Source: an optimization exercise on an open RTL-to-GDS flow (aim: small area, a short achievable clock period and few clock cycles per item). Production flows keep margins and buffers that such runs may drop.
At most, simulation tests tie the RTL to the original design; equivalence was not proved.
Function not checked in runs 1 and 2: the RTL went through the layout flow alone.
Power and IR drop assume default switching activity.

## design.v

```verilog
module yrd_luma (
    input  wire [7:0] y,
    output wire [8:0] hi,
    output wire [6:0] lo
);
    wire [16:0] y1 = {9'd0, y};
    wire [16:0] s = (y1 << 8) + (y1 << 5) + (y1 << 3) + (y1 << 1);
    assign hi = s[16:8];
    assign lo = s[7:1];
endmodule
module yrd_chroma (
    input  wire [7:0] u,
    input  wire [7:0] v,
    output wire [9:0] r_hi,
    output wire [6:0] r_lo,
    output wire [9:0] g_hi,
    output wire [6:0] g_lo,
    output wire [9:0] b_hi,
    output wire [6:0] b_lo
);
    function [12:0] m409;
        input [3:0] n;
        reg   [15:0] d;
        begin
            d = 16'd1 << n;
            m409[0] = |(d & 16'haaaa);
            m409[1] = |(d & 16'hcccc);
            m409[2] = |(d & 16'hf0f0);
            m409[3] = |(d & 16'h55aa);
            m409[4] = |(d & 16'hcc66);
            m409[5] = |(d & 16'h96b4);
            m409[6] = |(d & 16'he738);
            m409[7] = |(d & 16'had6a);
            m409[8] = |(d & 16'h9ce6);
            m409[9] = |(d & 16'hd6b4);
            m409[10] = |(d & 16'he738);
            m409[11] = |(d & 16'h07c0);
            m409[12] = |(d & 16'hf800);
        end
    endfunction
    function [17:0] r_k;
        input [3:0] n;
        reg   [15:0] d;
        begin
            d = 16'd1 << n;
            r_k[0] = |(d & 16'haaaa);
            r_k[1] = |(d & 16'hcccc);
            r_k[2] = |(d & 16'hf0f0);
            r_k[3] = |(d & 16'h55aa);
            r_k[4] = |(d & 16'hcc66);
            r_k[5] = |(d & 16'h694b);
            r_k[6] = |(d & 16'h8e73);
            r_k[7] = |(d & 16'h5ad6);
            r_k[8] = |(d & 16'hc631);
            r_k[9] = |(d & 16'h6b5a);
            r_k[10] = |(d & 16'h739c);
            r_k[11] = |(d & 16'h83e0);
            r_k[12] = |(d & 16'hfc00);
            r_k[13] = |(d & 16'hffff);
            r_k[14] = |(d & 16'h0000);
            r_k[15] = |(d & 16'h0000);
            r_k[16] = |(d & 16'hffff);
            r_k[17] = |(d & 16'hffff);
        end
    endfunction
    function [14:0] g_a;
        input [5:0] n;
        reg   [63:0] d;
        begin
            d = 64'd1 << n;
            g_a[0] = |(d & 64'h0000000000000000);
            g_a[1] = |(d & 64'h0000000000000000);
            g_a[2] = |(d & 64'h0000000000000000);
            g_a[3] = |(d & 64'h0000000000000000);
            g_a[4] = |(d & 64'h5555555555555555);
            g_a[5] = |(d & 64'h3333333333333333);
            g_a[6] = |(d & 64'h0f0f0f0f0f0f0f0f);
            g_a[7] = |(d & 64'h55aa55aa55aa55aa);
            g_a[8] = |(d & 64'h663399cc663399cc);
            g_a[9] = |(d & 64'h2d694b5ad296b4a5);
            g_a[10] = |(d & 64'h1ce738c6318e739c);
            g_a[11] = |(d & 64'h03e0f83e0f81f07c);
            g_a[12] = |(d & 64'h001ff801ff800ffc);
            g_a[13] = |(d & 64'h000007ffff800003);
            g_a[14] = |(d & 64'h00000000007fffff);
        end
    endfunction
    function [8:0] g_b;
        input [1:0] n;
        reg   [3:0] d;
        begin
            d = 4'd1 << n;
            g_b[0] = |(d & 4'h0);
            g_b[1] = |(d & 4'h0);
            g_b[2] = |(d & 4'h5);
            g_b[3] = |(d & 4'h3);
            g_b[4] = |(d & 4'h0);
            g_b[5] = |(d & 4'h5);
            g_b[6] = |(d & 4'h6);
            g_b[7] = |(d & 4'h2);
            g_b[8] = |(d & 4'h1);
        end
    endfunction
    function [15:0] g_c;
        input [2:0] n;
        reg   [7:0] d;
        begin
            d = 8'd1 << n;
            g_c[0] = |(d & 8'h00);
            g_c[1] = |(d & 8'h00);
            g_c[2] = |(d & 8'h00);
            g_c[3] = |(d & 8'h00);
            g_c[4] = |(d & 8'h00);
            g_c[5] = |(d & 8'h00);
            g_c[6] = |(d & 8'h00);
            g_c[7] = |(d & 8'h00);
            g_c[8] = |(d & 8'h00);
            g_c[9] = |(d & 8'h55);
            g_c[10] = |(d & 8'h33);
            g_c[11] = |(d & 8'h5a);
            g_c[12] = |(d & 8'h63);
            g_c[13] = |(d & 8'h29);
            g_c[14] = |(d & 8'h18);
            g_c[15] = |(d & 8'h07);
        end
    endfunction
    function [17:0] g_d;
        input [4:0] n;
        reg   [31:0] d;
        begin
            d = 32'd1 << n;
            g_d[0] = |(d & 32'h00000000);
            g_d[1] = |(d & 32'h00000000);
            g_d[2] = |(d & 32'hffffffff);
            g_d[3] = |(d & 32'h00000000);
            g_d[4] = |(d & 32'haaaaaaaa);
            g_d[5] = |(d & 32'h66666666);
            g_d[6] = |(d & 32'h4b4b4b4b);
            g_d[7] = |(d & 32'h738c738c);
            g_d[8] = |(d & 32'hd6a5295a);
            g_d[9] = |(d & 32'h319ce739);
            g_d[10] = |(d & 32'hf07c1f07);
            g_d[11] = |(d & 32'h0ffc00ff);
            g_d[12] = |(d & 32'hfffc0000);
            g_d[13] = |(d & 32'h0003ffff);
            g_d[14] = |(d & 32'hffffffff);
            g_d[15] = |(d & 32'h00000000);
            g_d[16] = |(d & 32'hffffffff);
            g_d[17] = |(d & 32'hffffffff);
        end
    endfunction
    wire [17:0] r = {1'b0, m409(v[7:4]), 4'd0} + r_k(v[3:0]);
    wire [17:0] g1 = {3'd0, g_a(u[7:2])};
    wire [17:0] g2 = {9'd0, g_b(u[1:0])} | {2'd0, g_c(v[7:5])};
    wire [17:0] g3 = g_d(v[4:0]);
    wire [17:0] gs = g1 ^ g2 ^ g3;
    wire [17:0] gc = {(g1[16:0] & g2[16:0]) | (g1[16:0] & g3[16:0]) | (g2[16:0] & g3[16:0]), 1'b0};
    wire [17:0] g = gs + gc;
    function [12:0] m516;
        input [3:0] n;
        reg   [15:0] d;
        begin
            d = 16'd1 << n;
            m516[0] = |(d & 16'h0000);
            m516[1] = |(d & 16'h0000);
            m516[2] = |(d & 16'haaaa);
            m516[3] = |(d & 16'hcccc);
            m516[4] = |(d & 16'hf0f0);
            m516[5] = |(d & 16'hff00);
            m516[6] = |(d & 16'h0000);
            m516[7] = |(d & 16'h0000);
            m516[8] = |(d & 16'h0000);
            m516[9] = |(d & 16'haaaa);
            m516[10] = |(d & 16'hcccc);
            m516[11] = |(d & 16'hf0f0);
            m516[12] = |(d & 16'hff00);
        end
    endfunction
    function [17:0] b_k;
        input [3:0] n;
        reg   [15:0] d;
        begin
            d = 16'd1 << n;
            b_k[0] = |(d & 16'h0000);
            b_k[1] = |(d & 16'h0000);
            b_k[2] = |(d & 16'haaaa);
            b_k[3] = |(d & 16'hcccc);
            b_k[4] = |(d & 16'hf0f0);
            b_k[5] = |(d & 16'h00ff);
            b_k[6] = |(d & 16'h00ff);
            b_k[7] = |(d & 16'h00ff);
            b_k[8] = |(d & 16'h00ff);
            b_k[9] = |(d & 16'haa55);
            b_k[10] = |(d & 16'h3366);
            b_k[11] = |(d & 16'hc387);
            b_k[12] = |(d & 16'h03f8);
            b_k[13] = |(d & 16'h03ff);
            b_k[14] = |(d & 16'h03ff);
            b_k[15] = |(d & 16'h03ff);
            b_k[16] = |(d & 16'hfc00);
            b_k[17] = |(d & 16'hffff);
        end
    endfunction
    wire [17:0] b = {1'b0, m516(u[7:4]), 4'd0} + b_k(u[3:0]);
    assign r_hi = r[17:8];
    assign r_lo = r[7:1];
    assign g_hi = g[17:8];
    assign g_lo = g[7:1];
    assign b_hi = b[17:8];
    assign b_lo = b[7:1];
endmodule
module yrd_carry (
    input  wire [6:0] a,
    input  wire [6:0] b,
    output wire       k
);
    wire [7:0] s = {1'b0, a} + {1'b0, b};
    assign k = s[7];
endmodule
module yrd_chan (
    input  wire [8:0] ly,       
    input  wire [9:0] c,        
    input  wire       k,        
    output wire [7:0] q
);
    wire [11:0] s = {3'b000, ly, 1'b1} + {c[9], c[9], c, k};
    wire [10:0] t = s[11:1];
    assign q = t[10] ? 8'd0 : (t[9:8] != 2'b00) ? 8'd255 : t[7:0];
endmodule
module yrd_fu (
    input  wire        clk,
    input  wire        rst,
    input  wire        cmd_valid,
    output reg         cmd_ready,
    input  wire [63:0] cmd_word,
    output reg         rsp_valid,
    input  wire        rsp_ready,
    output reg  [3:0]  rsp_status,
    output reg  [63:0] rsp_result
);
    localparam [3:0] ST_OK      = 4'd0;
    localparam [3:0] ST_ILLEGAL = 4'd11;
    localparam [2:0] C_CLIP8   = 3'd0;
    localparam [2:0] C_RSHR8   = 3'd1;
    localparam [2:0] C_YUV2RGB = 3'd2;
    localparam [2:0] C_565S    = 3'd3;
    localparam [2:0] C_565P    = 3'd4;
    localparam [2:0] C_LUMA    = 3'd5;
    localparam [2:0] C_YUYV2   = 3'd6;
    wire [7:0]  op  = cmd_word[63:56];
    wire [23:0] rsv = cmd_word[55:32];
    wire [31:0] a   = cmd_word[31:0];
    wire        swap = (op[2:0] == C_YUV2RGB);
    wire        base_ok = (rsv == 24'd0) && (op[7:3] == 5'b00110) && (op[2:0] != 3'd7) &&
                          !(swap && a[31:24] != 8'd0);
    wire [31:0] a_in = swap ? {a[7:0], a[23:8], a[23:16]} : a;
    wire [35:0] p_in = {base_ok, op[2:0], a_in};
    wire adv  = !rsp_valid || rsp_ready;     
    wire fire = cmd_valid && cmd_ready;
    reg        sk_valid;
    reg [35:0] sk;
    reg        s0_valid;
    reg [35:0] s0;
    reg        s1_valid;
    always @(posedge clk) begin
        if (rst) begin
            cmd_ready <= 1'b1;
            sk_valid  <= 1'b0;
            s0_valid  <= 1'b0;
            s1_valid  <= 1'b0;
            rsp_valid <= 1'b0;
        end else begin
            cmd_ready <= adv || !(sk_valid || fire);
            if (adv) begin
                sk_valid  <= 1'b0;
                s0_valid  <= sk_valid || fire;
                s1_valid  <= s0_valid;
                rsp_valid <= s1_valid;
            end else if (fire) begin
                sk_valid  <= 1'b1;
            end
        end
    end
    always @(posedge clk) begin
        if (!sk_valid) sk <= p_in;
        if (adv)       s0 <= sk_valid ? sk : p_in;
    end
    wire        s0_ok   = s0[35];
    wire [2:0]  s0_code = s0[34:32];
    wire [31:0] s0_a    = s0[31:0];
    reg legal;
    always @(*) begin
        case (s0_code)
            C_565S, C_565P: legal = s0_ok && (s0_a[31:16] == 16'd0);
            C_LUMA:         legal = s0_ok && (s0_a[31:8] == 24'd0);
            default:        legal = s0_ok;
        endcase
    end
    wire is_yuv  = legal && (s0_code == C_YUV2RGB || s0_code == C_YUYV2);
    wire is_yuyv = legal && (s0_code == C_YUYV2);
    wire [8:0] ly0_hi, ly1_hi;
    wire [6:0] ly0_lo, ly1_lo;
    wire [9:0] cr_hi, cg_hi, cb_hi;
    wire [6:0] cr_lo, cg_lo, cb_lo;
    yrd_luma   u_ly0 (.y(s0_a[7:0]),   .hi(ly0_hi), .lo(ly0_lo));
    yrd_luma   u_ly1 (.y(s0_a[23:16]), .hi(ly1_hi), .lo(ly1_lo));
    yrd_chroma u_chr (.u(s0_a[15:8]), .v(s0_a[31:24]),
                      .r_hi(cr_hi), .r_lo(cr_lo), .g_hi(cg_hi), .g_lo(cg_lo),
                      .b_hi(cb_hi), .b_lo(cb_lo));
    wire [5:0] k;
    yrd_carry u_k0r (.a(ly0_lo), .b(cr_lo), .k(k[0]));
    yrd_carry u_k0g (.a(ly0_lo), .b(cg_lo), .k(k[1]));
    yrd_carry u_k0b (.a(ly0_lo), .b(cb_lo), .k(k[2]));
    yrd_carry u_k1r (.a(ly1_lo), .b(cr_lo), .k(k[3]));
    yrd_carry u_k1g (.a(ly1_lo), .b(cg_lo), .k(k[4]));
    yrd_carry u_k1b (.a(ly1_lo), .b(cb_lo), .k(k[5]));
    wire [7:0] clip_res = s0_a[31] ? 8'd0 : (s0_a[30:8] != 23'd0) ? 8'd255 : s0_a[7:0];
    wire [24:0] rshr_q;
    genvar ri;
    generate
        for (ri = 0; ri < 24; ri = ri + 1) begin : g_rshr
            assign rshr_q[ri] = s0_a[8 + ri] ^ (&s0_a[7 + ri:7]);
        end
    endgenerate
    assign rshr_q[24] = s0_a[31] ^ (&s0_a[31:7]);
    function [2:0] frac31;
        input [4:0] x;
        begin
            frac31 = (x >= 5'd31) ? 3'd7 : (x >= 5'd27) ? 3'd6 : (x >= 5'd23) ? 3'd5 :
                     (x >= 5'd18) ? 3'd4 : (x >= 5'd14) ? 3'd3 : (x >= 5'd9)  ? 3'd2 :
                     (x >= 5'd5)  ? 3'd1 : 3'd0;
        end
    endfunction
    function [1:0] frac63;
        input [5:0] x;
        begin
            frac63 = (x >= 6'd63) ? 2'd3 : (x >= 6'd42) ? 2'd2 : (x >= 6'd21) ? 2'd1 : 2'd0;
        end
    endfunction
    wire [4:0] r5 = s0_a[15:11];
    wire [5:0] g6 = s0_a[10:5];
    wire [4:0] b5 = s0_a[4:0];
    wire       is_p = (s0_code == C_565P);
    wire [23:0] rgb565 = {r5, is_p ? frac31(r5) : 3'd0,
                          g6, is_p ? frac63(g6) : 2'd0,
                          b5, is_p ? frac31(b5) : 3'd0};
    reg [24:0] n_res;
    always @(*) begin
        n_res = 25'd0;
        if (legal) begin
            case (s0_code)
                C_CLIP8:        n_res = {17'd0, clip_res};
                C_RSHR8:        n_res = rshr_q;
                C_565S, C_565P: n_res = {1'b0, rgb565};
                C_LUMA:         n_res = {1'b0, s0_a[7:0], s0_a[7:0], s0_a[7:0]};
                default:        n_res = 25'd0;
            endcase
        end
    end
    reg        s1_yuv, s1_yuyv, s1_ill;
    reg [8:0]  s1_y0, s1_y1;
    reg [9:0]  s1_cr, s1_cg, s1_cb;
    reg [5:0]  s1_k;
    always @(posedge clk) begin
        if (adv) begin
            s1_yuv  <= is_yuv;
            s1_yuyv <= is_yuyv;
            s1_ill  <= !legal;
            s1_y0   <= is_yuv ? ly0_hi : n_res[8:0];
            s1_y1   <= is_yuv ? ly1_hi : n_res[17:9];
            s1_cr   <= cr_hi;
            s1_cg   <= cg_hi;
            s1_cb   <= is_yuv ? cb_hi : {3'd0, n_res[24:18]};
            s1_k    <= k;
        end
    end
    wire [7:0] p0_r, p0_g, p0_b, p1_r, p1_g, p1_b;
    yrd_chan u_p0r (.ly(s1_y0), .c(s1_cr), .k(s1_k[0]), .q(p0_r));
    yrd_chan u_p0g (.ly(s1_y0), .c(s1_cg), .k(s1_k[1]), .q(p0_g));
    yrd_chan u_p0b (.ly(s1_y0), .c(s1_cb), .k(s1_k[2]), .q(p0_b));
    yrd_chan u_p1r (.ly(s1_y1), .c(s1_cr), .k(s1_k[3]), .q(p1_r));
    yrd_chan u_p1g (.ly(s1_y1), .c(s1_cg), .k(s1_k[4]), .q(p1_g));
    yrd_chan u_p1b (.ly(s1_y1), .c(s1_cb), .k(s1_k[5]), .q(p1_b));
    wire [24:0] n_s1 = {s1_cb[6:0], s1_y1, s1_y0};
    wire        sx = !s1_yuv && n_s1[24];
    wire [23:0] lo = s1_yuv  ? {p0_r, p0_g, p0_b} : n_s1[23:0];
    wire [23:0] hi = s1_yuyv ? {p1_r, p1_g, p1_b} : {24{sx}};
    always @(posedge clk) begin
        if (adv) begin
            rsp_status <= s1_ill ? ST_ILLEGAL : ST_OK;
            rsp_result <= {{8{sx}}, hi, {8{sx}}, lo};
        end
    end
endmodule
```

## flow/run.sh

```bash
#!/bin/bash
# Layout: the standard flow (standard synthesis unchanged), with
#  - port buffers of a plain buffer cell instead of the default delay-buffer,
set -uo pipefail
MARGIN=$(cat flow/margin.txt 2>/dev/null || echo 8)
bash standard.sh SETUP_SLACK_MARGIN=$MARGIN \
    "BUFFER_PORTS_ARGS=-buffer_cell sky130_fd_sc_hd__buf_2" \
    finish > flow_make.log 2>&1
```

## config.mk

```make
export PLATFORM = sky130hd
export DESIGN_NAME = yrd_fu
export DESIGN_NICKNAME = yrd_fu
export VERILOG_FILES = /design/flow/design.v
export SDC_FILE = /design/flow/constraint.sdc
export NUM_CORES = 4
export LEC_CHECK = 0
export CAP_MARGIN = 20
export CORE_MARGIN = 2
export CORE_UTILIZATION = 60
export CTS_BUF_LIST = sky130_fd_sc_hd__clkbuf_8 sky130_fd_sc_hd__clkbuf_16
export SLEW_MARGIN = 20
```

## standard.sh

```bash
#!/bin/bash
# synth_recipe.tcl (not shown) runs the flow's synth.tcl, then flattens the netlist and writes it again
# the make line also repeats each setting of config.mk as NAME=value (left out here)
make -C /OpenROAD-flow-scripts/flow DESIGN_CONFIG=/design/flow/config.mk WORK_HOME=/design/flow/orfs CLKGATE_MAP_FILE= SYNTH_SCRIPT=/design/flow/synth_recipe.tcl "${@:-finish}"
```

## flow/margin.txt

```
8.35
```

## constraint.sdc

```tcl
create_clock -name core_clock -period 12.0 [get_ports {clk}]
set_input_delay 2.4000 -clock core_clock [delete_from_list [all_inputs] [get_ports {clk}]]
set_output_delay 2.4000 -clock core_clock [all_outputs]
set_load 0.01 [all_outputs]
```

==> flow_metrics.py, run 1 <==
metrics = {
    "clock_network": {
        "cts_buffer_depth": 2,
        "cts-root-buf": "clkbuf_16",
        "numCtsBuffers": 17,
        "ctsHtreeMaxLevel": 4,
        "numClockSinks": 184,
        "clkTransAtPathRegs_ps": 80,
        "clk-insertion-delay-late_ps": 440,
        "cts_tree": "yes",
        "postCtsHoldBufs": 0,
    },
    "hold_path": {
        "hold_path_class": "flip-flop to flip-flop",
        "min_to": "rsp_status[1]$_DFFE_PP_",
        "worstHoldStart": "s1_ill$_DFFE_PP_",
        "whs_path_depth": 0,
    },
    "logic_synthesis": {
        "netlist_area_mm2": 0.01573,
        "synthFlopType": "edfxtp_1",
        "synth-seq-cells": 184,
        "yosysWarnings": 2,
        "syn_area_per_cell_um2": 9.360,
        "synthArstFlopShare": 0,
        "synth_cell_types": 95,
        "ys_seq_area_frac": 0.3251,
        "synth_edf_count": 143,
        "synthCells": 1681,
    },
    "final_layout": {
        "register_area_mm2": 0.005116,
        "nets": 2097,
        "final_common_cell": "ha_1",
        "diodes": 0,
        "multi_input_area_mm2": 0.01002,
        "layout-drive-gt1-share": 0.1764,
        "layout_common_cells": "ha_1 (174), edfxtp_1 (143), buf_2 (136)",
        "fillCellCount": 2084,
        "area_growth_pct": 12.65,
        "finalInstanceArea_mm2": 0.01772,
    },
    "critical_path": {
        "r2r-start": "s0[9]$_DFFE_PP_",
        "cp.required_ps": 12190,
        "cp_max_fo": 11,
        "worstSetupPathType": "flip-flop to flip-flop",
        "r2r-end": "s1_cg[7]$_DFFE_PP_",
        "rr_worst_depth": 12,
        "crit_path_start_kind": "flip-flop",
        "endpoint_kind": "flip-flop",
        "cp.arrival_ps": 3710,
        "startpoint": "s0[9]$_DFFE_PP_",
        "r2r_setup_slack_ps": 8470,
    },
    "placement": {
        "port_buffers": 136,
        "place_area_mm2": 0.01647,
        "post-dp-hpwl_um": 31260,
        "gp_congestion": 0.9929,
    },
    "timing": {
        "finalHoldViolCount": 0,
        "clock.fmax_mhz": 283.4,
        "relSlewSlack": 0.3489,
        "rsz0062_at_grt": "no",
        "post-route-min-period_ps": 3528,
        "worst_pin_slew_ps": 976.7,
        "finalClockSkew_ps": 20.24,
        "fin_crit_sh": 0.2940,
        "setup_tns_ps": 0,
        "setup_violations": 0,
        "report.final.slew_viol_count": 0,
    },
    "global_routing": {
        "grt_pass1_wl_um": 67050,
        "busiest_layer": "met2",
        "grt-ovfl-total": 0,
        "grt_use_total": 0.3079,
        "grt_antenna_before_repair": 0,
        "grt_max_degree": 56,
        "gr-usage-met2": 0.5149,
        "grt_pass1_vias": 12608,
        "met1_usage": 0.3950,
        "use_met3": 0.04385,
    },
    "drt": {
        "wl_per_cell_um": 19.81,
        "viasPerCell": 6.241,
        "wl_um": 42900,
        "firstDrtPassIters": 6,
        "dr.first_iter.drc_count": 1522,
        "drc_errors": 0,
        "drtAntennaViolNets": 0,
        "vias": 13518,
    },
    "outcome": {
        "status": "timing/DRC/antenna clean",
    },
    "floorplan": {
        "fp.coreArea_mm2": 0.02591,
        "die-area_mm2": 0.02753,
        "rows": 59,
        "die_w_um": 165.9,
        "start_util": 0.6072,
        "ios": 138,
        "die_h_um": 165.9,
    },
    "power": {
        "peakVddDrop_mv": 0.07983,
        "powerDensity_mw_per_mm2": 150.4,
        "power_leakage_nw": 7.791,
    },
    "job": {
        "drv_cap": 0,
    },
}
-- flip-flops by register name, indices dropped and copies added (netlist names) --
| register | cells |
|---|---|
| s1_ill | 1 |
| rsp_status | 1 |
| s0 | 36 |
| s1_y0 | 9 |
| s1_yuv | 1 |
| s0_valid | 1 |
| cmd_ready | 1 |
| sk_valid | 1 |
| s1_y1 | 9 |
| s1_cb | 10 |
| s1_cg | 10 |
| rsp_valid | 1 |
| rsp_result | 49 |
| s1_valid | 1 |
| s1_k | 6 |
| sk | 36 |
| s1_cr | 10 |
| s1_yuyv | 1 |
-- worst max-delay path, stage by stage (launching register included) --
cell and delay [ps]:
edfxtp_1 430, buf_4 210, ha_2 240, or2_2 340, fa_1 470, ha_1 350, a211oi_1 260, nor2_1 120
nor4_2 150, a21oi_1 110, a211oi_2 280, a21oi_1 140, xor2_1 160
-- layout make-up --
type	instances	area share
clock buffer	20	0.02760
clock inverter	12	0.004941
inverter	83	0.01779
multi-input combinational	1321	0.5652
sequential	184	0.2886
tap	335	0.02365
timing repair buffer	211	0.07222
-- report_power, final --
group	internal (W)	switching [W]	leakage, nW
Clock	0.000298	0.000269	0.291
Combinational	0.000535	0.000684	5.54
Sequential	0.000793	0.0000862	1.97
-- timing repair --
action | in CTS | in global routing
resized for setup | 9 | 28
pin swaps | 1 | 4
endpoints found under the setup margin | 74 | 102
setup buffers | 35 | 32
cloned | 1 | 0
-- metrics by stage --
| stage | worst slack [ps] | instances | utilization | hold WS (ps) | power [W] |
|---|---|---|---|---|---|
| 2_1_floorplan | 8393 | 1684 | - | 400.3 | 0.001739 |
| 3_3_place_gp | 7357 | 2066 | 0.6356 | 403.0 | 0.001997 |
| 3_5_place_dp | 7297 | 2066 | 0.6356 | 429.9 | 0.002019 |
| 4_1_cts | 8291 | 2134 | 0.6700 | 453.7 | 0.002609 |
| 5_1_grt | 8282 | 2166 | 0.6841 | 460.4 | 0.002845 |
| 6_report | 8472 | 2166 | 0.6841 | 452.0 | 0.002665 |
-- layer usage --
layer | part of all wire | up-vias
met5 | 0 | -
met2 | 0.47 | 634
met1 | 0.41 | 6263
li1 | - | 6480
met4 | 0.051 | 0
met3 | 0.074 | 141
-- how the worst max path moves through the flow --
stage	end	cells past startpoint
floorplan	s0[29]$_DFFE_PP_	5
global placement	rsp_result[52]$_DFFE_PP_	4
detailed placement	rsp_result[51]$_DFFE_PP_	4
CTS	s1_cg[7]$_DFFE_PP_	13
global route	s1_cg[7]$_DFFE_PP_	12
finish	s1_cg[7]$_DFFE_PP_	12
-- Yosys cell counts (6+ instances only) --
cell type  count  area [µm²]
ha_1         177        2215
edfxtp_1     143        4294
a21oi_1      135       675.7
nand2_1      131       491.7
nor2_1       116       435.4
o21ai_0       96       480.5
inv_1         80       300.3
xnor2_1       73       639.4
clkbuf_1      61       229.0
xor2_1        49       429.2
dfxtp_1       41       820.8
nand2b_1      36       225.2
fa_1          34       680.7
nor2b_1       31       193.9
nand3_1       30       150.1
o22ai_1       28       175.2
a21o_1        27       202.7
nor3_1        27       135.1
mux2_2        24       270.3
o21a_1        24       180.2
mux2i_1       22       220.2
nor4_1        21       131.4
buf_4         18       135.1
a211oi_1      15       112.6
a221o_1       15       150.1
a31oi_1       15       93.84
and3_1        13       81.33
nand4_1       13       81.33
o21ai_1       12       60.06
o221ai_1      11       96.34
buf_1         10       37.54
o2111ai_1      7       61.31
o31ai_1        7       52.55
a211o_1        6       52.55
a21boi_0       6       45.04
a221oi_1       6       52.55
a31o_2         6       52.55
buf_2          6       30.03
-- cells by family (layout without fill, tap and decap cells) --
family          after synthesis  after routing  share of synthesized area
compound gates              480            480                     0.2004
simple gates                456            457                     0.1423
fa+ha+maj                   211            211                     0.1840
flops                       184            184                     0.3251
buf+inv                     180            326                    0.04867
xor+xnor                    122            122                    0.06791
mux                          46             46                    0.03117
other cells                   2              5                  0.0004773
==> run 2, diff against run 1 <==
--- a/design.v
+++ b/design.v
@@ -357,7 +357,7 @@
             endcase
         end
     end
-    reg        s1_yuv, s1_yuyv, s1_ill;
+    reg        s1_yuv, s1_yuyv, s1_ill, s1_sx;
     reg [8:0]  s1_y0, s1_y1;
     reg [9:0]  s1_cr, s1_cg, s1_cb;
     reg [5:0]  s1_k;
@@ -366,12 +366,13 @@
             s1_yuv  <= is_yuv;
             s1_yuyv <= is_yuyv;
             s1_ill  <= !legal;
+            s1_sx   <= n_res[24];
             s1_y0   <= is_yuv ? ly0_hi : n_res[8:0];
             s1_y1   <= is_yuv ? ly1_hi : n_res[17:9];
             s1_cr   <= cr_hi;
             s1_cg   <= cg_hi;
-            s1_cb   <= is_yuv ? cb_hi : {3'd0, n_res[24:18]};
-            s1_k    <= k;
+            s1_cb   <= cb_hi;
+            s1_k    <= is_yuv ? k : n_res[23:18];
         end
     end
     wire [7:0] p0_r, p0_g, p0_b, p1_r, p1_g, p1_b;
@@ -381,8 +382,8 @@
     yrd_chan u_p1r (.ly(s1_y1), .c(s1_cr), .k(s1_k[3]), .q(p1_r));
     yrd_chan u_p1g (.ly(s1_y1), .c(s1_cg), .k(s1_k[4]), .q(p1_g));
     yrd_chan u_p1b (.ly(s1_y1), .c(s1_cb), .k(s1_k[5]), .q(p1_b));
-    wire [24:0] n_s1 = {s1_cb[6:0], s1_y1, s1_y0};
-    wire        sx = !s1_yuv && n_s1[24];
+    wire [23:0] n_s1 = {s1_k, s1_y1, s1_y0};
+    wire        sx = s1_sx;
     wire [23:0] lo = s1_yuv  ? {p0_r, p0_g, p0_b} : n_s1[23:0];
     wire [23:0] hi = s1_yuyv ? {p1_r, p1_g, p1_b} : {24{sx}};
     always @(posedge clk) begin
--- a/flow/run.sh
+++ b/flow/run.sh
@@ -4,5 +4,5 @@
 set -uo pipefail
 MARGIN=$(cat flow/margin.txt 2>/dev/null || echo 8)
 bash standard.sh SETUP_SLACK_MARGIN=$MARGIN \
-    "BUFFER_PORTS_ARGS=-buffer_cell sky130_fd_sc_hd__buf_2" \
+    "BUFFER_PORTS_ARGS=-buffer_cell sky130_fd_sc_hd__buf_1" \
     finish > flow_make.log 2>&1
--- a/config.mk
+++ b/config.mk
@@ -7,6 +7,6 @@
 export LEC_CHECK = 0
 export CAP_MARGIN = 20
 export CORE_MARGIN = 2
-export CORE_UTILIZATION = 60
+export CORE_UTILIZATION = 70
 export CTS_BUF_LIST = sky130_fd_sc_hd__clkbuf_8 sky130_fd_sc_hd__clkbuf_16
 export SLEW_MARGIN = 20
==> flow_metrics.py, run 2 <==
metrics = {
    "drt": {
        "firstDrtPassIters": 6,
        "wl_per_cell_um": 21.88,
        "drc_errors": 0,
        "drtAntennaViolNets": 0,
        "vias": 14025,
        "wl_um": 46640,
        "viasPerCell": 6.578,
        "dr.first_iter.drc_count": 1503,
    },
    "placement": {
        "port_buffers": 136,
        "post-dp-hpwl_um": 31750,
        "gp_congestion": 0.9909,
        "place_area_mm2": 0.01631,
    },
    "floorplan": {
        "fp.coreArea_mm2": 0.02243,
        "rows": 55,
        "start_util": 0.7060,
        "die-area_mm2": 0.02385,
        "ios": 138,
        "die_w_um": 154.4,
        "die_h_um": 154.4,
    },
    "clock_network": {
        "postCtsHoldBufs": 0,
        "cts_tree": "yes",
        "numClockSinks": 185,
        "numCtsBuffers": 17,
        "cts-root-buf": "clkbuf_16",
        "clk-insertion-delay-late_ps": 470,
        "clkTransAtPathRegs_ps": 80,
        "ctsHtreeMaxLevel": 4,
        "cts_buffer_depth": 2,
    },
    "timing": {
        "setup_violations": 0,
        "post-route-min-period_ps": 3677,
        "relSlewSlack": 0.3138,
        "rsz0062_at_grt": "yes",
        "report.final.slew_viol_count": 0,
        "worst_pin_slew_ps": 1020,
        "clock.fmax_mhz": 271.9,
        "finalClockSkew_ps": 27.24,
        "holdWs_ps": 428.5,
        "finalHoldViolCount": 0,
        "fin_crit_sh": 0.3064,
        "setup_tns_ps": 0,
    },
    "power": {
        "sequentialPowerShare": 0.316,
        "sw_frac_of_total": 0.4086,
        "p_int_w": 0.001638,
        "p_sw_w": 0.001132,
        "power_leakage_nw": 7.403,
        "powerDensity_mw_per_mm2": 156.1,
        "peakVddDrop_mv": 0.09366,
        "total_power_w": 0.002770,
        "combPwrFrac": 0.465,
        "p_clk_frac": 0.219,
    },
    "critical_path": {
        "cp.arrival_ps": 3860,
        "cpPeakStageDelay_ps": 530,
        "cp.required_ps": 12180,
        "cp_slowest_cell": "edfxtp_1",
        "endpoint_kind": "flip-flop",
        "crit_path_start_kind": "flip-flop",
        "r2r_setup_slack_ps": 8320,
        "cp_max_fo": 4,
        "worstSetupPathType": "flip-flop to flip-flop",
        "cp.buffers_inverters": 1,
        "cp_common_cell": "ha_1",
        "crit_family": "adder cells",
        "crit_chain": "fa_1, ha_1, ha_1, inv_1, fa_1, xnor2_1, ha_1, o21ai_0, a21oi_1, o21ai_0, o21ai_1",
    },
    "final_layout": {
        "nets": 2113,
        "regMostFlops": "rsp_result",
        "largest_register_ffs": 49,
        "diodes": 0,
        "final_util": 0.7911,
        "largest_registers": "rsp_result: 49 flops, s0: 36 flops, sk: 36 flops",
        "layout-drive-gt1-share": 0.1137,
        "finalInstanceArea_mm2": 0.01775,
        "area_growth_pct": 12.05,
        "layout_common_cells": "ha_1 (175), edfxtp_1 (144), buf_1 (136)",
        "final_common_cell": "ha_1",
    },
    "logic_synthesis": {
        "synth_top_cells_by_count": "ha_1 (177), edfxtp_1 (144), nor2_1 (134)",
        "synthArstFlopShare": 0,
        "synthCells": 1688,
        "synth_top_area_frac": 0.2730,
        "synth_cell_types": 91,
        "synth_area_leaders": "edfxtp_1 (27%), ha_1 (14%), dfxtp_1 (5.2%), fa_1 (4.3%), o21ai_0 (4.1%)",
        "yosysWarnings": 2,
        "yosysTopAreaCell": "edfxtp_1",
        "synthFlopType": "edfxtp_1",
        "synth_edf_count": 144,
        "syn_area_per_cell_um2": 9.383,
        "synth-seq-cells": 185,
        "synth_most_common_cell": "ha_1",
        "ys_seq_area_frac": 0.3248,
        "netlist_area_mm2": 0.01584,
    },
    "global_routing": {
        "grt_pass1_wl_um": 69300,
        "grt_use_total": 0.3753,
        "grt_antenna_before_repair": 0,
        "grt_max_degree": 64,
        "grt-ovfl-total": 0,
        "grt_pass1_vias": 12827,
    },
    "hold_path": {
        "hold_path_class": "flip-flop to flip-flop",
    },
    "job": {
        "drv_cap": 0,
    },
    "outcome": {
        "status": "timing/DRC/antenna clean",
    },
}
## run 2: cell count changes in the layout (fill, tap and decap cells not counted), moves of 10 or more
| cell | before | now |
|---|---|---|
| o21ai_0 | 93 | 127 |
| o22a_1 | 2 | 14 |
| a21oi_1 | 133 | 116 |
| buf_2 | 136 | 1 |
| a221o_1 | 15 | 1 |
| nand3_1 | 30 | 16 |
| nand2_1 | 131 | 98 |
| a31oi_1 | 15 | 29 |
| nor2_1 | 112 | 133 |
| buf_1 | 0 | 136 |
| a211oi_1 | 14 | 24 |
## run 2: area by class of cell
| class | instances | area (µm²) |
|---|---|---|
| multi-input combinational | 1327 | 10130 |
| sequential | 185 | 5147 |
| fill | 1466 | 4687 |
| timing repair buffer | 223 | 1184 |
| clock buffer | 17 | 425.4 |
| tap | 285 | 356.6 |
| inverter | 80 | 302.8 |
| clock inverter | 15 | 197.7 |
## run 2: power by group through the flow
| stage | Clock, W | Sequential, W | Combinational, W |
|---|---|---|---|
| finish | 0.000608 | 0.000874 | 0.00129 |
| global route | 0.000624 | 0.000880 | 0.00141 |
| CTS | 0.000602 | 0.000881 | 0.00119 |
| detailed placement | 0 | 0.000909 | 0.00114 |
| global placement | 0 | 0.000908 | 0.00110 |
| floorplan | 0 | 0.000852 | 0.000905 |
## run 2: worst paths after layout
| path | startpoint | endpoint | depth (start not counted) |
|---|---|---|---|
| setup reg to reg | s0[20]$_DFFE_PP_ | s1_k[5]$_DFFE_PP_ | 11 |
| hold reg to reg | s1_ill$_DFFE_PP_ | rsp_status[1]$_DFFE_PP_ | 0 |
| hold / removal | s1_ill$_DFFE_PP_ | rsp_status[1]$_DFFE_PP_ | 0 |
| setup / recovery | s0[20]$_DFFE_PP_ | s1_k[5]$_DFFE_PP_ | 11 |
## run 2: per-stage QoR
step	worst slack, ps	std cells
floorplan	8362	1691
global placement	7467	2018
detailed placement	7406	2018
CTS	8321	2079
global route	8228	2132
finish	8323	2132
## run 2: logic make-up (layout without fill, tap and decap cells)
family	count (synthesis)	in the layout	share of synthesized area
AO/OA/AOI/OAI	521	521	0.2153
AND/OR/NAND/NOR	427	429	0.1335
adder cells (fa/ha/maj)	212	212	0.1834
flip-flops	185	185	0.3248
buffers and inverters	181	335	0.04898
XOR/XNOR	116	116	0.06414
multiplexers	44	44	0.02939
other	2	5	0.0004741
## run 2: what timing repair did
item / in CTS / in global routing
setup endpoints to repair: 90 / 44
gates cloned: 2 / 0
gates resized for setup: 14 / 27
pin swaps: 0 / 3
setup buffers: 27 / 53
## run 2: routing by layer
layer,wire [µm],global-route usage
met1,18110,0.4711
met2,21810,0.6295
met3,4035,0.05716
met4,2693,0.1993
met5,0,0
==> run 3, diff against run 2 <==
--- a/design.v
+++ b/design.v
@@ -3,8 +3,35 @@
     output wire [8:0] hi,
     output wire [6:0] lo
 );
-    wire [16:0] y1 = {9'd0, y};
-    wire [16:0] s = (y1 << 8) + (y1 << 5) + (y1 << 3) + (y1 << 1);
+    wire [16:0] t1 = {1'b0, y, 8'd0};
+    wire [16:0] t2 = {4'd0, y, 5'd0};
+    wire [16:0] t3 = {6'd0, y, 3'd0};
+    wire [16:0] t4 = {8'd0, y, 1'b0};
+    wire [16:0] s1 = t1 ^ t2 ^ t3;
+    wire [16:0] c1 = {(t1[15:0] & t2[15:0]) | (t1[15:0] & t3[15:0]) | (t2[15:0] & t3[15:0]), 1'b0};
+    wire [16:0] s2 = s1 ^ c1 ^ t4;
+    wire [16:0] c2 = {(s1[15:0] & c1[15:0]) | (s1[15:0] & t4[15:0]) | (c1[15:0] & t4[15:0]), 1'b0};
+    function [16:0] carries;
+        input [16:0] x, z;
+        reg   [16:0] g, p;
+        integer i, d;
+        begin
+            g = x & z;
+            p = x ^ z;
+            for (d = 1; d < 17; d = d * 2)
+                for (i = 2 * d - 1; i < 17; i = i + 2 * d) begin
+                    g[i] = g[i] | (p[i] & g[i - d]);
+                    p[i] = p[i] & p[i - d];
+                end
+            for (d = 8; d >= 1; d = d / 2)
+                for (i = 3 * d - 1; i < 17; i = i + 2 * d) begin
+                    g[i] = g[i] | (p[i] & g[i - d]);
+                    p[i] = p[i] & p[i - d];
+                end
+            carries = {g[15:0], 1'b0};
+        end
+    endfunction
+    wire [16:0] s = s2 ^ c2 ^ carries(s2, c2);
     assign hi = s[16:8];
     assign lo = s[7:1];
 endmodule
@@ -223,8 +250,31 @@
     input  wire       k,        
     output wire [7:0] q
 );
-    wire [11:0] s = {3'b000, ly, 1'b1} + {c[9], c[9], c, k};
-    wire [10:0] t = s[11:1];
+    wire [10:0] a = {2'b00, ly};
+    wire [10:0] b = {c[9], c};
+    function [10:0] carries;
+        input [10:0] x, y;
+        input        cin;
+        reg   [10:0] g, p;
+        integer i, d;
+        begin
+            g = x & y;
+            p = x ^ y;
+            g[0] = g[0] | (p[0] & cin);
+            for (d = 1; d < 11; d = d * 2)
+                for (i = 2 * d - 1; i < 11; i = i + 2 * d) begin
+                    g[i] = g[i] | (p[i] & g[i - d]);
+                    p[i] = p[i] & p[i - d];
+                end
+            for (d = 4; d >= 1; d = d / 2)
+                for (i = 3 * d - 1; i < 11; i = i + 2 * d) begin
+                    g[i] = g[i] | (p[i] & g[i - d]);
+                    p[i] = p[i] & p[i - d];
+                end
+            carries = {g[9:0], cin};
+        end
+    endfunction
+    wire [10:0] t = a ^ b ^ carries(a, b, k);
     assign q = t[10] ? 8'd0 : (t[9:8] != 2'b00) ? 8'd255 : t[7:0];
 endmodule
 module yrd_fu (
==> flow/margin.txt (replaced) <==
8.45
--- a/config.mk
+++ b/config.mk
@@ -7,6 +7,6 @@
 export LEC_CHECK = 0
 export CAP_MARGIN = 20
 export CORE_MARGIN = 2
-export CORE_UTILIZATION = 70
+export CORE_UTILIZATION = 60
 export CTS_BUF_LIST = sky130_fd_sc_hd__clkbuf_8 sky130_fd_sc_hd__clkbuf_16
 export SLEW_MARGIN = 20
==> flow_metrics.py, run 3 <==
metrics = {
    "floorplan": {
        "rows": 58,
        "ios": 138,
        "start_util": 0.6070,
        "die_h_um": 163.2,
        "die_w_um": 163.2,
        "die-area_mm2": 0.02662,
        "fp.coreArea_mm2": 0.02504,
    },
    "final_layout": {
        "layout_common_cells": "ha_1 (148), edfxtp_1 (144), buf_1 (135)",
        "area_growth_pct": 15.50,
        "largest_registers": "rsp_result: 49 flops, s0: 36 flops, sk: 36 flops",
        "regMostFlops": "rsp_result",
        "fillCellCount": 1996,
        "final_common_cell": "ha_1",
        "layout-drive-gt1-share": 0.1463,
        "diodes": 0,
        "nets": 2010,
        "largest_register_ffs": 49,
    },
    "clock_network": {
        "cts-root-buf": "clkbuf_16",
        "clkTransAtPathRegs_ps": 80,
        "clk-insertion-delay-late_ps": 450,
        "cts_tree": "yes",
        "cts_buffer_depth": 2,
        "numCtsBuffers": 17,
        "postCtsHoldBufs": 0,
        "ctsHtreeMaxLevel": 4,
        "numClockSinks": 185,
    },
    "logic_synthesis": {
        "synth-seq-cells": 185,
        "synthCells": 1547,
        "netlist_area_mm2": 0.01520,
        "synth_edf_count": 144,
        "yosysWarnings": 4,
        "yosysTopAreaCell": "edfxtp_1",
        "ys_seq_area_frac": 0.3385,
        "synth_most_common_cell": "ha_1",
        "synthAdderAreaFrac": 0.2287,
        "synthSimpleGateAreaFrac": 0.1205,
        "synthFlopType": "edfxtp_1",
        "synthArstFlopShare": 0,
        "synth_xor_area_frac": 0.05648,
        "synth_top_family_by_area": "adder cells",
        "muxShareOfSynthArea": 0.02923,
        "syn_area_per_cell_um2": 9.824,
        "synth-compound-area-share": 0.1668,
        "synth_cell_types": 75,
        "synth_area_leaders": "edfxtp_1 (28%), ha_1 (13%), fa_1 (9.5%), dfxtp_1 (5.4%), o21ai_0 (3.6%)",
        "synth_top_area_frac": 0.2845,
        "synth_top_cells_by_count": "ha_1 (161), edfxtp_1 (144), inv_1 (119)",
    },
    "global_routing": {
        "grt_pass1_vias": 11585,
        "grt_pass1_wl_um": 63490,
        "grt-ovfl-total": 0,
        "grt_use_total": 0.3149,
        "grt_max_degree": 57,
        "grt_antenna_before_repair": 0,
    },
    "timing": {
        "setup_violations": 0,
        "finalHoldViolCount": 0,
        "post-route-min-period_ps": 3592,
        "setup_tns_ps": 0,
        "worst_pin_slew_ps": 1107,
        "relSlewSlack": 0.2618,
        "rsz0062_at_grt": "yes",
        "clock.fmax_mhz": 278.4,
        "finalClockSkew_ps": 18.64,
        "fin_crit_sh": 0.2993,
        "report.final.slew_viol_count": 0,
        "fin_ws_ps": 8408,
    },
    "power": {
        "peakVddDrop_mv": 0.09884,
        "powerDensity_mw_per_mm2": 149.6,
        "power_leakage_nw": 7.409,
    },
    "drt": {
        "drc_errors": 0,
        "viasPerCell": 6.132,
        "firstDrtPassIters": 7,
        "wl_um": 42390,
        "drtAntennaViolNets": 0,
        "wl_per_cell_um": 20.66,
        "dr.first_iter.drc_count": 1269,
        "vias": 12583,
    },
    "placement": {
        "dp_slack_ps": 7305,
        "post-dp-hpwl_um": 30560,
        "gp_congestion": 0.9583,
        "port_buffers": 136,
    },
    "critical_path": {
        "cpPeakStageDelay_ps": 440,
        "cp.arrival_ps": 1190,
        "worstSetupPathType": "flip-flop to primary output",
        "cp_max_fo": 16,
        "endpoint_kind": "primary output",
        "cp_slowest_cell": "edfxtp_1",
        "cp.required_ps": 9600,
        "crit_path_start_kind": "flip-flop",
        "crit_chain": "buf_12, buf_1",
    },
    "outcome": {
        "status": "timing/DRC/antenna clean",
    },
    "job": {
        "drv_cap": 0,
    },
    "hold_path": {
        "hold_path_class": "flip-flop to flip-flop",
    },
}
-- run 3: cell types whose count changed after synthesis, sizes merged, moves of 17 or more --
cell	delta
inv	+42
fa	+38
nor2	-34
o22ai	+28
xnor2	-23
a21oi	-21
o21a	-19
o21ai	-18
clkbuf	-17
-- run 3: final cells by class --
class	instances	area (µm²)	share of cell area
Clock buffer	18	450.4	0.02566
Multi-Input combinational cell	1152	9651	0.5498
Inverter	126	486.7	0.02773
Timing Repair Buffer	227	1255	0.07149
Clock inverter	14	151.4	0.008625
Tap cell	330	412.9	0.02352
Sequential cell	185	5146	0.2932
-- run 3: repair_timing --
action / CTS / global route
buffers inserted: 39 / 41
pin swaps: 7 / 42
cloned: 1 / 0
resized for setup: 46 / 67
endpoints found under the setup margin: 152 / 74
-- run 3: through the flow --
step / hold slack, ps / cell area [µm²] / total power, W / util / std cells
2_1_floorplan: 400.3 / 15230 / 0.001629 / - / 1550
5_1_grt: 445.9 / 17550 / 0.002792 / 0.7011 / 2052
3_5_place_dp: 412.6 / 15810 / 0.001909 / 0.6316 / 1939
6_report: 430.8 / 17550 / 0.002626 / 0.7011 / 2052
4_1_cts: 431.9 / 16920 / 0.002523 / 0.6757 / 2011
3_3_place_gp: 418.7 / 15810 / 0.001878 / 0.6316 / 1939
-- run 3: report_power, final --
| group | switching, W | leakage (nW) | total, W | internal, W |
|---|---|---|---|---|
| sequential | 0.0000925 | 1.97 | 0.000883 | 0.000790 |
| clock | 0.000278 | 0.296 | 0.000568 | 0.000290 |
| combinational | 0.000663 | 5.15 | 0.00117 | 0.000512 |
| total | 0.00103 | 7.41 | 0.00263 | 0.00159 |
-- run 3: worst paths after layout --
check	startpoint	end	slack (ps)	depth (start not counted)
max	rsp_result[31]$_DFFE_PP_	rsp_result[29]	8410	2
min	s1_ill$_DFFE_PP_	rsp_status[1]$_DFFE_PP_	430	0
max reg2reg	s0[3]$_DFFE_PP_	s1_y0[7]$_DFFE_PP_	8460	14
min reg2reg	s1_ill$_DFFE_PP_	rsp_status[1]$_DFFE_PP_	430	0
-- run 3: cell families after synthesis --
logic type      after synthesis
flops                       185
other cells                   2
compound gates              405
simple gates                366
fa+ha+maj                   235
mux                          42
buf+inv                     214
xor+xnor                     98
-- run 3: worst max-delay path, delay by kind of cell, from the launching register on --
kind                   cells  cell delay, ps
flip-flops                 1             440
buffers and inverters      2             300
-- run 3: per-layer routing --
| metal | global-route usage | vias to the layer above | routed length, µm |
|---|---|---|---|
| met3 | 0.05510 | 143 | 3144 |
| li1 | - | 5889 | - |
| met5 | 0 | - | 0 |
| met2 | 0.5215 | 614 | 20310 |
| met4 | 0.1669 | 0 | 2469 |
| met1 | 0.3946 | 5937 | 16460 |
Testbench counts of run 3, summed over its fixed seeds: cycles 32,024, items 32,000.
==> run 4, diff against run 3 <==
==> flow/margin.txt (replaced) <==
8.35
==> flow_metrics.py, run 4 <==
metrics = {
    "power": {
        "p_sw_w": 0.0009925,
        "combPwrFrac": 0.433,
        "sequentialPowerShare": 0.349,
        "powerDensity_mw_per_mm2": 149.0,
        "power_leakage_nw": 7.247,
        "p_int_w": 0.001555,
        "sw_frac_of_total": 0.3895,
        "peakVddDrop_mv": 0.09366,
        "total_power_w": 0.002548,
        "p_clk_frac": 0.218,
    },
    "logic_synthesis": {
        "synth_edf_count": 144,
        "synth_most_common_cell": "ha_1",
        "synth_top_area_frac": 0.2845,
        "synthCells": 1547,
        "synth_area_leaders": "edfxtp_1 (28%), ha_1 (13%), fa_1 (9.5%), dfxtp_1 (5.4%), o21ai_0 (3.6%)",
        "synthFlopType": "edfxtp_1",
        "synthArstFlopShare": 0,
        "ys_seq_area_frac": 0.3385,
        "syn_area_per_cell_um2": 9.824,
        "synth_top_cells_by_count": "ha_1 (161), edfxtp_1 (144), inv_1 (119)",
        "netlist_area_mm2": 0.01520,
        "yosysWarnings": 4,
        "yosysTopAreaCell": "edfxtp_1",
        "synth_cell_types": 75,
        "synth-seq-cells": 185,
    },
    "clock_network": {
        "postCtsHoldBufs": 0,
        "cts-root-buf": "clkbuf_16",
        "cts_tree": "yes",
        "cts_buffer_depth": 2,
        "ctsHtreeMaxLevel": 4,
        "clk-insertion-delay-late_ps": 440,
        "numClockSinks": 185,
        "clkTransAtPathRegs_ps": 80,
        "numCtsBuffers": 17,
    },
    "placement": {
        "post-dp-hpwl_um": 30560,
        "place_area_mm2": 0.01581,
        "gp_congestion": 0.9462,
        "dp_slack_ps": 7411,
        "dp_cells": 1939,
        "port_buffers": 136,
    },
    "timing": {
        "report.final.slew_viol_count": 0,
        "setup_tns_ps": 0,
        "fin_ws_ps": 8392,
        "fin_crit_sh": 0.3006,
        "finalHoldViolCount": 0,
        "clock.fmax_mhz": 277.2,
        "relSlewSlack": 0.3180,
        "rsz0062_at_grt": "yes",
        "post-route-min-period_ps": 3608,
        "finalClockSkew_ps": 25.50,
        "worst_pin_slew_ps": 1023,
        "setup_violations": 0,
    },
    "critical_path": {
        "cp_max_fo": 6,
        "cp.buffers_inverters": 2,
        "startpoint": "s0[8]$_DFFE_PP_",
        "worstSetupPathType": "flip-flop to flip-flop",
        "cp.required_ps": 12120,
        "cp_slowest_cell": "fa_1",
        "r2r-start": "s0[8]$_DFFE_PP_",
        "cp.arrival_ps": 3730,
        "endpoint_kind": "flip-flop",
        "crit_family": "adder cells",
        "cpPeakStageDelay_ps": 590,
        "crit_chain": "buf_4, inv_2, ha_2, or2_4, fa_1, ha_4, a31oi_4, xnor2_1, ha_1, a21oi_1, o21ai_0, a21oi_1, o22ai_1",
        "crit_path_start_kind": "flip-flop",
        "cp_common_cell": "a21oi_1",
    },
    "floorplan": {
        "die_h_um": 163.2,
        "ios": 138,
        "fp.coreArea_mm2": 0.02504,
        "die_w_um": 163.2,
        "start_util": 0.6070,
        "rows": 58,
        "die-area_mm2": 0.02662,
    },
    "final_layout": {
        "nets": 1988,
        "regMostFlops": "rsp_result",
        "layout_common_cells": "ha_1 (154), edfxtp_1 (144), buf_1 (136)",
        "final_cells": 2030,
        "diodes": 0,
        "largest_register_ffs": 49,
        "area_growth_pct": 12.51,
        "largest_registers": "rsp_result: 49 flops, s0: 36 flops, sk: 36 flops",
        "final_common_cell": "ha_1",
        "finalInstanceArea_mm2": 0.01710,
        "layout-drive-gt1-share": 0.1153,
    },
    "hold_path": {
        "hold_path_class": "flip-flop to flip-flop",
        "worstHoldStart": "s1_ill$_DFFE_PP_",
    },
    "outcome": {
        "status": "timing/DRC/antenna clean",
    },
    "drt": {
        "vias": 12395,
        "drc_errors": 0,
        "drtAntennaViolNets": 0,
        "wl_per_cell_um": 20.33,
        "dr.first_iter.drc_count": 1213,
        "firstDrtPassIters": 6,
        "viasPerCell": 6.106,
        "wl_um": 41260,
    },
    "global_routing": {
        "grt-ovfl-total": 0,
        "grt_antenna_before_repair": 1,
        "grt_pass1_vias": 11579,
        "grt_max_degree": 97,
        "grt_pass1_wl_um": 63240,
        "grt_use_total": 0.3135,
    },
    "job": {
        "drv_cap": 0,
    },
}
==> run 4: cell count changes in the layout (fill, tap and decap cells not counted), moves of 3 or more <==
cell	before	now
buf_4	83	64
ha_4	10	3
ha_1	148	154
o22ai_1	41	46
o22ai_2	6	1
a21oi_1	92	96
o21ai_0	100	104
a21oi_2	6	3
clkinv_2	3	0
fa_1	67	70
fa_2	5	2
==> run 4: path summary, 6_finish.rpt <==
kind | end | slack [ps] | cells past startpoint
worst max register to register | s1_k[4]$_DFFE_PP_ | 8390 | 13
worst min-delay path | rsp_status[1]$_DFFE_PP_ | 420 | 0
worst min register to register | rsp_status[1]$_DFFE_PP_ | 420 | 0
worst max-delay path | s1_k[4]$_DFFE_PP_ | 8390 | 13
==> run 4: area by class of cell <==
class / count / area, µm²
multi-input cells: 1151 / 9398
inverters: 126 / 488.0
repair buffers: 206 / 1076
clock inverters: 13 / 125.1
flip-flops and latches: 185 / 5146
clock buffers: 19 / 452.9
fillers: 2056 / 7938
well taps: 330 / 412.9
==> run 4: power groups by stage <==
stage               clock (W)  sequential, W  combinational [W]
floorplan                   0       0.000863           0.000766
global placement            0       0.000918           0.000966
detailed placement          0       0.000919           0.000993
CTS                  0.000562       0.000891            0.00104
global route         0.000587       0.000896            0.00124
finish               0.000555       0.000889            0.00110
==> run 4: cells by family after synthesis <==
kind of cell | count (synthesis) | share of synthesized area
other | 2 | 0.0004942
flip-flops | 185 | 0.3385
AND/OR/NAND/NOR | 366 | 0.1205
XOR/XNOR | 98 | 0.05648
buffers and inverters | 214 | 0.05928
multiplexers | 42 | 0.02923
adder cells (fa/ha/maj) | 235 | 0.2287
AO/OA/AOI/OAI | 405 | 0.1668
==> run 4: what timing repair did <==
action / CTS / global route
buffers inserted: 31 / 28
endpoints found under the setup margin: 102 / 71
pin swaps: 6 / 14
resized for setup: 19 / 42
hold endpoints to repair: 0 / 0
==> run 4: routing by layer <==
| layer | share of wire | global-route usage | vias up |
|---|---|---|---|
| met2 | 0.47 | 0.5153 | 566 |
| met1 | 0.40 | 0.3974 | 5837 |
| met4 | 0.062 | 0.1794 | 0 |
| met5 | 0 | 0 | - |
| li1 | - | - | 5853 |
| met3 | 0.071 | 0.04444 | 139 |
==> run 4: stage by stage <==
step           utilization  hold slack [ps]
6_report            0.6830            418.9
5_1_grt             0.6830            447.1
4_1_cts             0.6674            421.2
3_5_place_dp        0.6316            418.9
3_3_place_gp        0.6316            411.4
2_1_floorplan            -            400.3
==> run 5, diff against run 4 <==
==> flow/margin.txt (replaced) <==
8.2
--- a/config.mk
+++ b/config.mk
@@ -7,6 +7,6 @@
 export LEC_CHECK = 0
 export CAP_MARGIN = 20
 export CORE_MARGIN = 2
-export CORE_UTILIZATION = 60
-export CTS_BUF_LIST = sky130_fd_sc_hd__clkbuf_8 sky130_fd_sc_hd__clkbuf_16
+export CORE_UTILIZATION = 70
+export CTS_BUF_LIST = sky130_fd_sc_hd__clkbuf_4 sky130_fd_sc_hd__clkbuf_8
 export SLEW_MARGIN = 20
==> flow_metrics.py, run 5 <==
metrics = {
    "outcome": {
        "status": "timing/DRC/antenna clean",
    },
    "drt": {
        "viasPerCell": 6.443,
        "drtAntennaViolNets": 0,
        "vias": 12660,
        "dr.first_iter.drc_count": 1434,
        "wl_um": 40800,
        "firstDrtPassIters": 8,
        "wl_per_cell_um": 20.76,
        "drc_errors": 0,
    },
    "placement": {
        "gp_congestion": 1.008,
        "port_buffers": 136,
        "dp_slack_ps": 7475,
        "post-dp-hpwl_um": 30000,
    },
    "logic_synthesis": {
        "synth_edf_count": 144,
        "yosysTopAreaCell": "edfxtp_1",
        "synth_most_common_cell": "ha_1",
        "netlist_area_mm2": 0.01520,
        "synth_top_cells_by_count": "ha_1 (161), edfxtp_1 (144), inv_1 (119)",
        "synth-seq-cells": 185,
        "ys_seq_area_frac": 0.3385,
        "synth_area_leaders": "edfxtp_1 (28%), ha_1 (13%), fa_1 (9.5%), dfxtp_1 (5.4%), o21ai_0 (3.6%)",
        "yosysWarnings": 4,
        "synthFlopType": "edfxtp_1",
        "synth_top_area_frac": 0.2845,
        "synth_cell_types": 75,
        "syn_area_per_cell_um2": 9.824,
        "synthArstFlopShare": 0,
        "synthCells": 1547,
    },
    "power": {
        "peakVddDrop_mv": 0.08035,
        "powerDensity_mw_per_mm2": 145.2,
        "power_leakage_nw": 7.103,
    },
    "critical_path": {
        "r2r-end": "s1_cg[7]$_DFFE_PP_",
        "path_depth": 12,
        "cp.required_ps": 12230,
        "worstSetupPathType": "flip-flop to flip-flop",
        "r2r-start": "s0[24]$_DFFE_PP_",
        "cpPeakStageDelay_ps": 510,
        "crit_family": "compound AO/OA/AOI/OAI gates",
        "crit_chain": "buf_4, nand2b_1, nand2_1, xnor2_1, fa_1, ha_1, nor2_1, a21boi_0, o21a_1, o31ai_1, a21oi_1, xnor2_1",
        "endpoint_kind": "flip-flop",
        "crit_path_start_kind": "flip-flop",
        "startpoint": "s0[24]$_DFFE_PP_",
        "rr_worst_depth": 12,
        "cp.buffers_inverters": 1,
        "r2r_setup_slack_ps": 8230,
        "critPathCapture": "s1_cg[7]$_DFFE_PP_",
        "cp_common_cell": "xnor2_1",
        "cp.arrival_ps": 4000,
        "cp_slowest_cell": "a21boi_0",
        "cp_max_fo": 23,
    },
    "job": {
        "drv_cap": 0,
    },
    "clock_network": {
        "numCtsBuffers": 17,
        "cts_tree": "yes",
        "postCtsHoldBufs": 0,
        "ctsHtreeMaxLevel": 4,
        "numClockSinks": 185,
        "clkTransAtPathRegs_ps": 110,
        "cts_buffer_depth": 2,
        "clk-insertion-delay-late_ps": 490,
        "cts-root-buf": "clkbuf_8",
    },
    "timing": {
        "post-route-min-period_ps": 3769,
        "report.final.slew_viol_count": 0,
        "fin_crit_sh": 0.3141,
        "finalHoldViolCount": 0,
        "relSlewSlack": 0.3347,
        "setup_violations": 0,
        "worst_pin_slew_ps": 988.9,
        "rsz0062_at_grt": "yes",
        "setup_tns_ps": 0,
        "finalClockSkew_ps": 28.13,
        "clock.fmax_mhz": 265.3,
        "fin_ws_ps": 8231,
    },
    "final_layout": {
        "diodes": 0,
        "layout_common_cells": "ha_1 (158), edfxtp_1 (144), buf_1 (136)",
        "area_growth_pct": 9.699,
        "layout-drive-gt1-share": 0.09645,
        "regMostFlops": "rsp_result",
        "nets": 1978,
        "largest_register_ffs": 49,
        "final_common_cell": "ha_1",
        "largest_registers": "rsp_result: 49 flops, s0: 36 flops, sk: 36 flops",
    },
    "floorplan": {
        "ios": 138,
        "die_h_um": 151.3,
        "die-area_mm2": 0.02291,
        "fp.coreArea_mm2": 0.02115,
        "die_w_um": 151.3,
        "rows": 53,
        "start_util": 0.7184,
    },
    "global_routing": {
        "grt_max_degree": 98,
        "grt-ovfl-total": 0,
        "grt_pass1_vias": 11831,
        "grt_pass1_wl_um": 62600,
        "grt_antenna_before_repair": 0,
        "grt_use_total": 0.3602,
    },
    "hold_path": {
        "hold_path_class": "flip-flop to flip-flop",
    },
}
## run 5: cells by family after synthesis
kind of cell               count (synthesis)  share of synthesized area
muxes                                     42                    0.02923
DFF                                      185                     0.3385
other                                      2                  0.0004942
and+or+nand+nor                          366                     0.1205
buffers and inverters                    214                    0.05928
adders and majority gates                235                     0.2287
AOI/OAI and AO/OA                        405                     0.1668
xor gates and xnor gates                  98                    0.05648
## run 5: worst min-delay path by stage
stage	start	endpoint	slack, ps	depth (start not counted)
after global routing	s1_ill$_DFFE_PP_	rsp_status[1]$_DFFE_PP_	480	0
after CTS	s1_ill$_DFFE_PP_	rsp_status[1]$_DFFE_PP_	450	0
after floorplan	s1_ill$_DFFE_PP_	rsp_status[1]$_DFFE_PP_	400	0
final	s1_ill$_DFFE_PP_	rsp_status[1]$_DFFE_PP_	450	0
after detailed placement	s1_ill$_DFFE_PP_	rsp_status[1]$_DFFE_PP_	410	0
after global placement	s1_ill$_DFFE_PP_	rsp_status[1]$_DFFE_PP_	420	0
## run 5: worst register-to-register path: cells and delay by family, from the launching register on
kind / cells / cell delay (ps)
AND/OR/NAND/NOR: 3 / 630
AO/OA/AOI/OAI: 4 / 1060
buffers and inverters: 1 / 300
adder cells (fa/ha/maj): 2 / 740
XOR/XNOR: 2 / 450
flip-flops: 1 / 350
## run 5: layout make-up
| cell class | count | area, µm² |
|---|---|---|
| multi-input combinational | 1151 | 9290 |
| sequential | 185 | 5146 |
| fill | 1423 | 4483 |
| timing repair buffer | 196 | 984.7 |
| inverter | 126 | 491.7 |
| tap | 275 | 344.1 |
| clock buffer | 17 | 234.0 |
| clock inverter | 15 | 180.2 |
## run 5: through the flow
step	util	hold WS [ps]	cell area [µm²]	std cells	total power [W]
after CTS	0.7705	453.7	16300	1933	0.002352
after global placement	0.7440	418.3	15740	1883	0.001856
after detailed placement	0.7440	407.7	15740	1883	0.001909
after global routing	0.7881	479.3	16670	1965	0.002579
final	0.7881	448.3	16670	1965	0.002420
after floorplan	-	400.3	15220	1550	0.001629
## run 5: timing repair
item	in CTS	in global routing
setup endpoints to repair	111	109
resized for setup	3	30
pin swaps	0	3
buffers inserted	18	32
## run 5: where the power goes
group	internal (W)	switching (W)
Sequential	0.000790	0.0000965
Combinational	0.000459	0.000631
Clock	0.000177	0.000267
Total	0.00143	0.000995
## run 5: routing by layer
metal / wire length [µm] / vias to the layer above / GRT usage
met1: 15530 / 5925 / 0.4513
met3: 3313 / 170 / 0.04759
li1: - / 5821 / -
met4: 2466 / 0 / 0.1869
met5: 0 / - / 0
met2: 19500 / 744 / 0.6106
==> run 6, diff against run 5 <==
==> flow/margin.txt (replaced) <==
8.35
==> flow_metrics.py, run 6 <==
metrics = {
    "final_layout": {
        "diodes": 0,
        "largest_register_ffs": 49,
        "layout_common_cells": "ha_1 (154), edfxtp_1 (144), buf_1 (135)",
        "final_common_cell": "ha_1",
        "final_util": 0.7969,
        "area_growth_pct": 10.93,
        "nets": 1995,
        "regMostFlops": "rsp_result",
        "layout-drive-gt1-share": 0.1148,
        "largest_registers": "rsp_result: 49 flops, s0: 36 flops, sk: 36 flops",
    },
    "logic_synthesis": {
        "synth_edf_count": 144,
        "synth-seq-cells": 185,
        "synth_cell_types": 75,
        "synthCells": 1547,
        "ys_seq_area_frac": 0.3385,
        "netlist_area_mm2": 0.01520,
        "synth_area_leaders": "edfxtp_1 (28%), ha_1 (13%), fa_1 (9.5%), dfxtp_1 (5.4%), o21ai_0 (3.6%)",
        "synth_top_cells_by_count": "ha_1 (161), edfxtp_1 (144), inv_1 (119)",
        "yosysWarnings": 4,
        "yosysTopAreaCell": "edfxtp_1",
        "synth_top_area_frac": 0.2845,
        "synth_most_common_cell": "ha_1",
        "synthFlopType": "edfxtp_1",
        "synthArstFlopShare": 0,
        "syn_area_per_cell_um2": 9.824,
    },
    "hold_path": {
        "hold_path_class": "flip-flop to flip-flop",
    },
    "floorplan": {
        "start_util": 0.7184,
        "die-area_mm2": 0.02291,
        "die_h_um": 151.3,
        "rows": 53,
        "ios": 138,
        "die_w_um": 151.3,
        "fp.coreArea_mm2": 0.02115,
    },
    "timing": {
        "relSlewSlack": 0.2988,
        "setup_violations": 0,
        "rsz0062_at_grt": "yes",
        "clock.fmax_mhz": 275.0,
        "setup_tns_ps": 0,
        "finalHoldViolCount": 0,
        "finalClockSkew_ps": 25.79,
        "post-route-min-period_ps": 3636,
        "report.final.slew_viol_count": 0,
        "fin_crit_sh": 0.3030,
        "worst_pin_slew_ps": 1052,
    },
    "clock_network": {
        "cts-root-buf": "clkbuf_8",
        "cts_tree": "yes",
        "clk-insertion-delay-late_ps": 500,
        "ctsHtreeMaxLevel": 4,
        "clkTransAtPathRegs_ps": 120,
        "numClockSinks": 185,
        "postCtsHoldBufs": 0,
        "cts_buffer_depth": 2,
        "numCtsBuffers": 17,
    },
    "global_routing": {
        "grt-ovfl-total": 0,
        "grt_max_degree": 98,
        "grt_pass1_vias": 11991,
        "grt_use_total": 0.3645,
        "grt_pass1_wl_um": 62950,
        "grt_antenna_before_repair": 1,
    },
    "drt": {
        "drtAntennaViolNets": 0,
        "wl_um": 42260,
        "drc_errors": 0,
        "viasPerCell": 6.488,
        "vias": 12859,
        "dr.first_iter.drc_count": 1457,
        "wl_per_cell_um": 21.32,
        "firstDrtPassIters": 9,
    },
    "critical_path": {
        "endpoint_kind": "primary output",
        "cp_slowest_cell": "edfxtp_1",
        "worstSetupPathType": "flip-flop to primary output",
        "cp.arrival_ps": 1240,
        "cpPeakStageDelay_ps": 450,
        "crit_chain": "buf_12, buf_1",
        "crit_path_start_kind": "flip-flop",
        "cp.required_ps": 9600,
        "cp_max_fo": 16,
    },
    "power": {
        "peakVddDrop_mv": 0.09910,
        "power_leakage_nw": 7.183,
        "powerDensity_mw_per_mm2": 144.5,
    },
    "job": {
        "drv_cap": 0,
    },
    "outcome": {
        "status": "timing/DRC/antenna clean",
    },
    "placement": {
        "port_buffers": 136,
        "gp_congestion": 0.9927,
        "post-dp-hpwl_um": 29920,
    },
}
## run 6: cell counts after synthesis
Identical to the previous run, type by type.
## run 6: area by class of cell
class | instances | area, µm²
fillers | 1382 | 4295
multi-input cells | 1151 | 9350
repair buffers | 213 | 1134
clock inverters | 14 | 148.9
well taps | 275 | 344.1
flip-flops and latches | 185 | 5146
inverters | 126 | 488.0
clock buffers | 18 | 247.7
## run 6: critical path: cells and delay by family (launching register included)
family	cells	cell delay, ps
buffers and inverters	2	300
flip-flops	1	450
## run 6: what timing repair did
item,CTS,global route
gates resized for setup,19,34
buffers inserted,30,39
pin swaps,3,10
setup endpoints to repair,136,126
hold endpoints to repair,0,0
## run 6: kinds of logic after synthesis
logic type,after synthesis,share of synthesized area
fa+ha+maj,235,0.2287
xor+xnor,98,0.05648
buf+inv,214,0.05928
mux,42,0.02923
simple gates,366,0.1205
compound gates,405,0.1668
other cells,2,0.0004942
flops,185,0.3385
## run 6: layer usage
| metal | wire (µm) | share of wire | global-route usage | vias up |
|---|---|---|---|---|
| met1 | 15290 | 0.36 | 0.4361 | 5965 |
| li1 | - | - | - | 5855 |
| met2 | 19680 | 0.47 | 0.6043 | 824 |
| met3 | 4158 | 0.098 | 0.08012 | 215 |
| met4 | 3133 | 0.074 | 0.2168 | 0 |
| met5 | 0 | 0 | 0 | - |
## run 6: worst paths after layout
check / startpoint / end / slack [ps] / cells after the start
max: rsp_result[31]$_DFFE_PP_ / rsp_result[27] / 8360 / 2
min: s1_ill$_DFFE_PP_ / rsp_status[1]$_DFFE_PP_ / 440 / 0
max reg2reg: s0[2]$_DFFE_PP_ / s1_k[1]$_DFFE_PP_ / 8390 / 10
min reg2reg: s1_ill$_DFFE_PP_ / rsp_status[1]$_DFFE_PP_ / 440 / 0
## run 6: per-stage QoR
| step | setup WS, ps | instance area (µm²) | cells | total power [W] | hold slack (ps) |
|---|---|---|---|---|---|
| 2_1_floorplan | 8393 | 15220 | 1550 | 0.001629 | 400.3 |
| 3_3_place_gp | 7558 | 15720 | 1881 | 0.001854 | 419.4 |
| 3_5_place_dp | 7472 | 15720 | 1881 | 0.001901 | 411.3 |
| 4_1_cts | 8252 | 16440 | 1943 | 0.002360 | 445.5 |
| 5_1_grt | 8233 | 16860 | 1982 | 0.002586 | 463.0 |
| 6_report | 8364 | 16860 | 1982 | 0.002437 | 441.6 |
## run 6: power by group
group | switching (W) | internal, W | total, W
sequential | 0.0000973 | 0.000790 | 0.000887
combinational | 0.000637 | 0.000475 | 0.00111
clock | 0.000275 | 0.000163 | 0.000438
total | 0.00101 | 0.00143 | 0.00244

Setup slack of run 6, layout unchanged: 8.364 ns with ideal ports, 8.326 ns with driving cells assumed (clock clkbuf_16, inputs buf_2), 7.978 ns with port delays also shifted by the 0.520 ns mid clock arrival.
